From an optimization exercise on the open Yosys and OpenROAD flow, aimed at small area, a short achievable clock period and few clock cycles; shortcuts taken in it are not production practice.
RTL that was checked went through simulation tests only; none was proved equivalent to the original.
Power and IR drop assume default switching activity.

==> inputs of run M <==
==> flow/design.v <==
module msfrx (
    input  wire        clk,
    input  wire        rst,           
    input  wire [1:0]  cmd,           
    input  wire        cancel,
    input  wire        rx_valid,
    input  wire [7:0]  rx_data,
    input  wire        rx_fault,
    output wire        rx_ready,
    output wire        busy,
    output wire        done,
    output wire        ok,
    output wire        err,
    output wire [3:0]  outcome,
    output reg  [8:0]  frame_len,
    input  wire [7:0]  rd_addr,
    output wire [7:0]  rd_data,
    output wire        trk1_present,
    output wire [8:0]  trk1_lo,
    output wire [8:0]  trk1_hi,
    output wire [8:0]  trk1_nf,
    output wire        trk2_present,
    output wire [8:0]  trk2_lo,
    output wire [8:0]  trk2_hi,
    output wire [8:0]  trk2_nf,
    output wire        trk3_present,
    output wire [8:0]  trk3_lo,
    output wire [8:0]  trk3_hi,
    output wire [8:0]  trk3_nf
);
    localparam [7:0] STX  = 8'h02;
    localparam [7:0] ETX  = 8'h03;
    localparam [7:0] CR   = 8'h15;
    localparam [7:0] TEND = 8'h3F;    
    localparam [2:0] OC_NONE       = 3'd0;
    localparam [2:0] OC_FRAME      = 3'd1;
    localparam [2:0] OC_DECODE     = 3'd2;
    localparam [2:0] OC_TRANSPORT  = 3'd3;
    localparam [2:0] OC_STOPPED    = 3'd4;
    localparam [2:0] OC_OVERFLOW   = 3'd5;
    localparam [1:0] S_IDLE = 2'd0;
    localparam [1:0] S_HUNT = 2'd1;
    localparam [1:0] S_DATA = 2'd2;
    localparam [1:0] D_EXPECT = 2'd0;
    localparam [1:0] D_BODY   = 2'd1;
    localparam [1:0] D_STOP   = 2'd2;
    localparam [1:0] D_FAULT  = 2'd3;
    reg [1:0] state;
    reg [2:0] oc;
    reg [1:0] dmode;
    reg [1:0] tn;          
    reg       nonascii;    
    reg [2:0] pres;
    reg [7:0] hi1, hi2, hi3;
    reg [7:0] nf1, nf2, nf3;
    reg [7:0] buf_mem [0:255];
    wire receiving = (state == S_HUNT) || (state == S_DATA);
    assign rx_ready = receiving && !cancel && !rst;
    assign busy     = (state != S_IDLE);
    assign outcome  = {1'b0, oc};
    assign done     = (state == S_IDLE) && (oc != OC_NONE);
    assign ok       = (oc == OC_FRAME);
    assign err      = (oc == OC_DECODE) || (oc == OC_TRANSPORT) || (oc == OC_OVERFLOW);
    assign rd_data  = buf_mem[rd_addr];
    wire [8:0] end1 = {1'b0, hi1} + 9'd2;
    wire [8:0] end2 = {1'b0, hi2} + 9'd2;
    wire [8:0] lo2  = pres[0] ? end1 : 9'd1;
    wire [8:0] lo3  = pres[1] ? end2 : lo2;
    assign trk1_present = pres[0];
    assign trk1_lo      = {8'd0, pres[0]};
    assign trk1_hi      = {1'b0, hi1};
    assign trk1_nf      = {1'b0, nf1};
    assign trk2_present = pres[1];
    assign trk2_lo      = pres[1] ? lo2 : 9'd0;
    assign trk2_hi      = {1'b0, hi2};
    assign trk2_nf      = {1'b0, nf2};
    assign trk3_present = pres[2];
    assign trk3_lo      = pres[2] ? lo3 : 9'd0;
    assign trk3_hi      = {1'b0, hi3};
    assign trk3_nf      = {1'b0, nf3};
    always @(posedge clk) begin
        if (!frame_len[8])
            buf_mem[frame_len[7:0]] <= rx_data;
    end
    wire b_etx  = (rx_data == ETX);
    wire b_cr   = (rx_data == CR);
    wire b_end  = (rx_data == TEND);
    wire b_s1   = (rx_data == 8'h25);    
    wire b_s2   = (rx_data == 8'h3B);    
    wire b_s3   = (rx_data == 8'h2B);    
    wire b_sep  = (tn == 2'd1) ? (rx_data == 8'h5E) :
                  (tn == 2'd2) ? (rx_data == 8'h3D) : (rx_data == 8'h24);
    always @(posedge clk) begin
        if (rst) begin
            state     <= S_IDLE;
            oc        <= OC_NONE;
            frame_len <= 9'd0;
            pres      <= 3'd0;
            hi1 <= 8'd0; hi2 <= 8'd0; hi3 <= 8'd0;
            nf1 <= 8'd0; nf2 <= 8'd0; nf3 <= 8'd0;
        end else begin
            case (state)
                S_IDLE: begin
                    if (!cancel && cmd == 2'd1) begin
                        oc        <= OC_NONE;
                        frame_len <= 9'd0;
                        pres      <= 3'd0;
                        hi1 <= 8'd0; hi2 <= 8'd0; hi3 <= 8'd0;
                        nf1 <= 8'd0; nf2 <= 8'd0; nf3 <= 8'd0;
                        dmode     <= D_EXPECT;
                        tn        <= 2'd1;
                        nonascii  <= 1'b0;
                        state     <= S_HUNT;
                    end
                end
                default: begin    
                    if (cancel || rx_fault || (rx_valid && state == S_DATA &&
                            !b_etx && !b_cr && frame_len[8])) begin
                        oc        <= cancel ? OC_STOPPED :
                                     rx_fault ? OC_TRANSPORT : OC_OVERFLOW;
                        frame_len <= 9'd0;
                        pres      <= 3'd0;
                        hi1 <= 8'd0; hi2 <= 8'd0; hi3 <= 8'd0;
                        nf1 <= 8'd0; nf2 <= 8'd0; nf3 <= 8'd0;
                        state     <= S_IDLE;
                    end else if (rx_valid) begin
                        if (state == S_HUNT) begin
                            if (rx_data == STX)
                                state <= S_DATA;
                        end else if (b_etx) begin
                            state <= S_IDLE;
                            if (dmode == D_FAULT) begin
                                oc   <= OC_DECODE;
                                pres <= 3'd0;
                                hi1 <= 8'd0; hi2 <= 8'd0; hi3 <= 8'd0;
                                nf1 <= 8'd0; nf2 <= 8'd0; nf3 <= 8'd0;
                            end else begin
                                oc <= OC_FRAME;
                                if (dmode == D_BODY) begin
                                    if (tn == 2'd1) nf1 <= 8'd0;
                                    if (tn == 2'd2) nf2 <= 8'd0;
                                    if (tn == 2'd3) nf3 <= 8'd0;
                                end
                            end
                        end else if (!b_cr) begin
                            frame_len <= frame_len + 9'd1;
                            case (dmode)
                                D_EXPECT: begin
                                    if (tn == 2'd1 && b_s1) begin
                                        dmode <= D_BODY; tn <= 2'd1; nf1 <= 8'd1;
                                    end else if (tn != 2'd3 && b_s2) begin
                                        dmode <= D_BODY; tn <= 2'd2; nf2 <= 8'd1;
                                    end else if (b_s3) begin
                                        dmode <= D_BODY; tn <= 2'd3; nf3 <= 8'd1;
                                    end else begin
                                        dmode <= D_STOP;
                                    end
                                    nonascii <= 1'b0;
                                end
                                D_BODY: begin
                                    if (b_end) begin
                                        if (nonascii) begin
                                            dmode <= D_FAULT;
                                        end else begin
                                            if (tn == 2'd1) begin pres[0] <= 1'b1; hi1 <= frame_len[7:0]; end
                                            if (tn == 2'd2) begin pres[1] <= 1'b1; hi2 <= frame_len[7:0]; end
                                            if (tn == 2'd3) begin pres[2] <= 1'b1; hi3 <= frame_len[7:0]; end
                                            if (tn == 2'd3) dmode <= D_STOP;
                                            else            dmode <= D_EXPECT;
                                            tn <= tn + 2'd1;
                                        end
                                    end else begin
                                        if (rx_data[7]) nonascii <= 1'b1;
                                        if (b_sep) begin
                                            if (tn == 2'd1) nf1 <= nf1 + 8'd1;
                                            if (tn == 2'd2) nf2 <= nf2 + 8'd1;
                                            if (tn == 2'd3) nf3 <= nf3 + 8'd1;
                                        end
                                    end
                                end
                                default: ;
                            endcase
                        end
                    end
                end
            endcase
        end
    end
endmodule
==> flow/run.sh <==
#!/bin/bash
# synth_recipe.tcl (not shown) runs the flow's synth.tcl, then flattens the netlist and writes it again
# the make line also repeats each setting of config.mk as NAME=value (left out here)
make -C /OpenROAD-flow-scripts/flow DESIGN_CONFIG=/design/flow/config.mk WORK_HOME=/design/flow/orfs CLKGATE_MAP_FILE= SYNTH_SCRIPT=/design/flow/synth_recipe.tcl finish
==> flow/config.mk <==
export PLATFORM = sky130hd
export DESIGN_NAME = msfrx
export DESIGN_NICKNAME = msfrx
export VERILOG_FILES = /design/flow/design.v
export SDC_FILE = /design/flow/constraint.sdc
export NUM_CORES = 4
export LEC_CHECK = 0
export CAP_MARGIN = 20
export CORE_MARGIN = 2
export CORE_UTILIZATION = 65
export CTS_BUF_LIST = sky130_fd_sc_hd__clkbuf_16
export CTS_CLUSTER_DIAMETER = 80
export CTS_CLUSTER_SIZE = 28
export PLACE_DENSITY = 0.7
export SETUP_SLACK_MARGIN = 4.0
export SLEW_MARGIN = 20
==> flow/constraint.sdc <==
create_clock -name core_clock -period 7.0 [get_ports {clk}]
set_input_delay 1.4000 -clock core_clock [delete_from_list [all_inputs] [get_ports {clk}]]
set_output_delay 1.4000 -clock core_clock [all_outputs]
set_load 0.01 [all_outputs]
==> inputs of run G, as changes to run M <==
--- a/flow/design.v
+++ b/flow/design.v
@@ -61,7 +61,16 @@
     assign done     = (state == S_IDLE) && (oc != OC_NONE);
     assign ok       = (oc == OC_FRAME);
     assign err      = (oc == OC_DECODE) || (oc == OC_TRANSPORT) || (oc == OC_OVERFLOW);
-    assign rd_data  = buf_mem[rd_addr];
+    wire [63:0] grp_sel;
+    msfrx_rd_dec u_rd_dec (.addr(rd_addr[7:2]), .sel(grp_sel));
+    reg  [7:0]  rd_or;
+    integer k;
+    always @(*) begin
+        rd_or = 8'd0;
+        for (k = 0; k < 64; k = k + 1)
+            rd_or = rd_or | (buf_mem[{k[5:0], rd_addr[1:0]}] & {8{grp_sel[k]}});
+    end
+    assign rd_data = rd_or;
     wire [8:0] end1 = {1'b0, hi1} + 9'd2;
     wire [8:0] end2 = {1'b0, hi2} + 9'd2;
     wire [8:0] lo2  = pres[0] ? end1 : 9'd1;
@@ -187,3 +196,16 @@
         end
     end
 endmodule
+module msfrx_rd_dec (
+    input  wire [5:0]  addr,
+    output wire [63:0] sel
+);
+    wire [7:0] lo = 8'd1 << addr[2:0];
+    wire [7:0] hi = 8'd1 << addr[5:3];
+    genvar i;
+    generate
+        for (i = 0; i < 64; i = i + 1) begin : g_sel
+            assign sel[i] = hi[i / 8] & lo[i % 8];
+        end
+    endgenerate
+endmodule
Settings changed: SETUP_SLACK_MARGIN 4.0 to 2.5, SYNTH_HIERARCHICAL from default to 1, SYNTH_MINIMUM_KEEP_SIZE from default to 0.
==> out/qor.txt <==
Final Non-Filler Cells - 6406
Fillers - 7266
fraction of layout cells with a size suffix above 1 - 30.0%
met3 GRT Util - 6.81%
HPWL Detailed - 131000 um
vias in the first global route - 43700
simple-gate share of the synthesized area - 4.24%
synthesized area - 0.0835 mm2
metal3 WL - 25700 um
Synth top cells by count - edfxtp_1, mux4_2, nor2_1, mux2i_1, clkbuf_1
outcome - finished clean
power per standard cell area - 242 mW/mm2
Syn Inst Count - 4364
CP bufs+invs - 5
Pint - 17.6 mW
Period minus WS final - 5.31 ns
multi-input combinational area share - 22.4%
register area - 0.0630 mm2
That was run M.
==> out/qor.txt <==
outcome - finished clean
Period minus WS final - 5.62 ns
Fillers - 6905
simple-gate share of the synthesized area - 4.06%
vias in the first global route - 44500
met3 GRT Util - 12.9%
fraction of layout cells with a size suffix above 1 - 26.4%
Syn Inst Count - 4074
metal3 WL - 40300 um
power per standard cell area - 244 mW/mm2
port bufs - 117
synthesized area - 0.0825 mm2
Final Non-Filler Cells - 5998
Post-Synth Adder-Cell Area - 0.243%
CP bufs+invs - 6
HPWL Detailed - 179000 um
multi-input combinational area share - 21.2%
Synth top cells by count - edfxtp_1, mux4_2, nor2_1, a22oi_1, clkbuf_1
register area - 0.0630 mm2
That was run G.
Testbench counts of run M, summed over its fixed seeds: cycles 16,388.
The RTL of run G was laid out without a check of its function.

[re-timing with driven ports]
No port has a modelled driver above. Below, the same layouts with a new extraction and two added sets of constraints.
Step 1 sets driving cells, clkbuf_16 on the clock port and buf_2 on the other inputs (assumed; they add their load-dependent delay and slew).
Step 2, shift: input delay + t, output delay - t, t = (earliest + latest rising clock arrival at the registers) / 2. This alone moves slack from input paths to output paths.
a / b / c = no drivers / after step 1 / after step 2; a / b = the first two.
run | t, ns | setup slack, ns | worst slew at a driven data input, ns
run M | 0.818 | 1.688 / 1.335 / 1.335 | 0.49
run G | 0.818 | 1.378 / 1.103 / 1.103 | 0.30
After both steps setup and hold are still met in every run listed. For run M, which loses most, drivers alone change the setup slack by -0.353 ns; drivers and shift together by -0.353 ns.
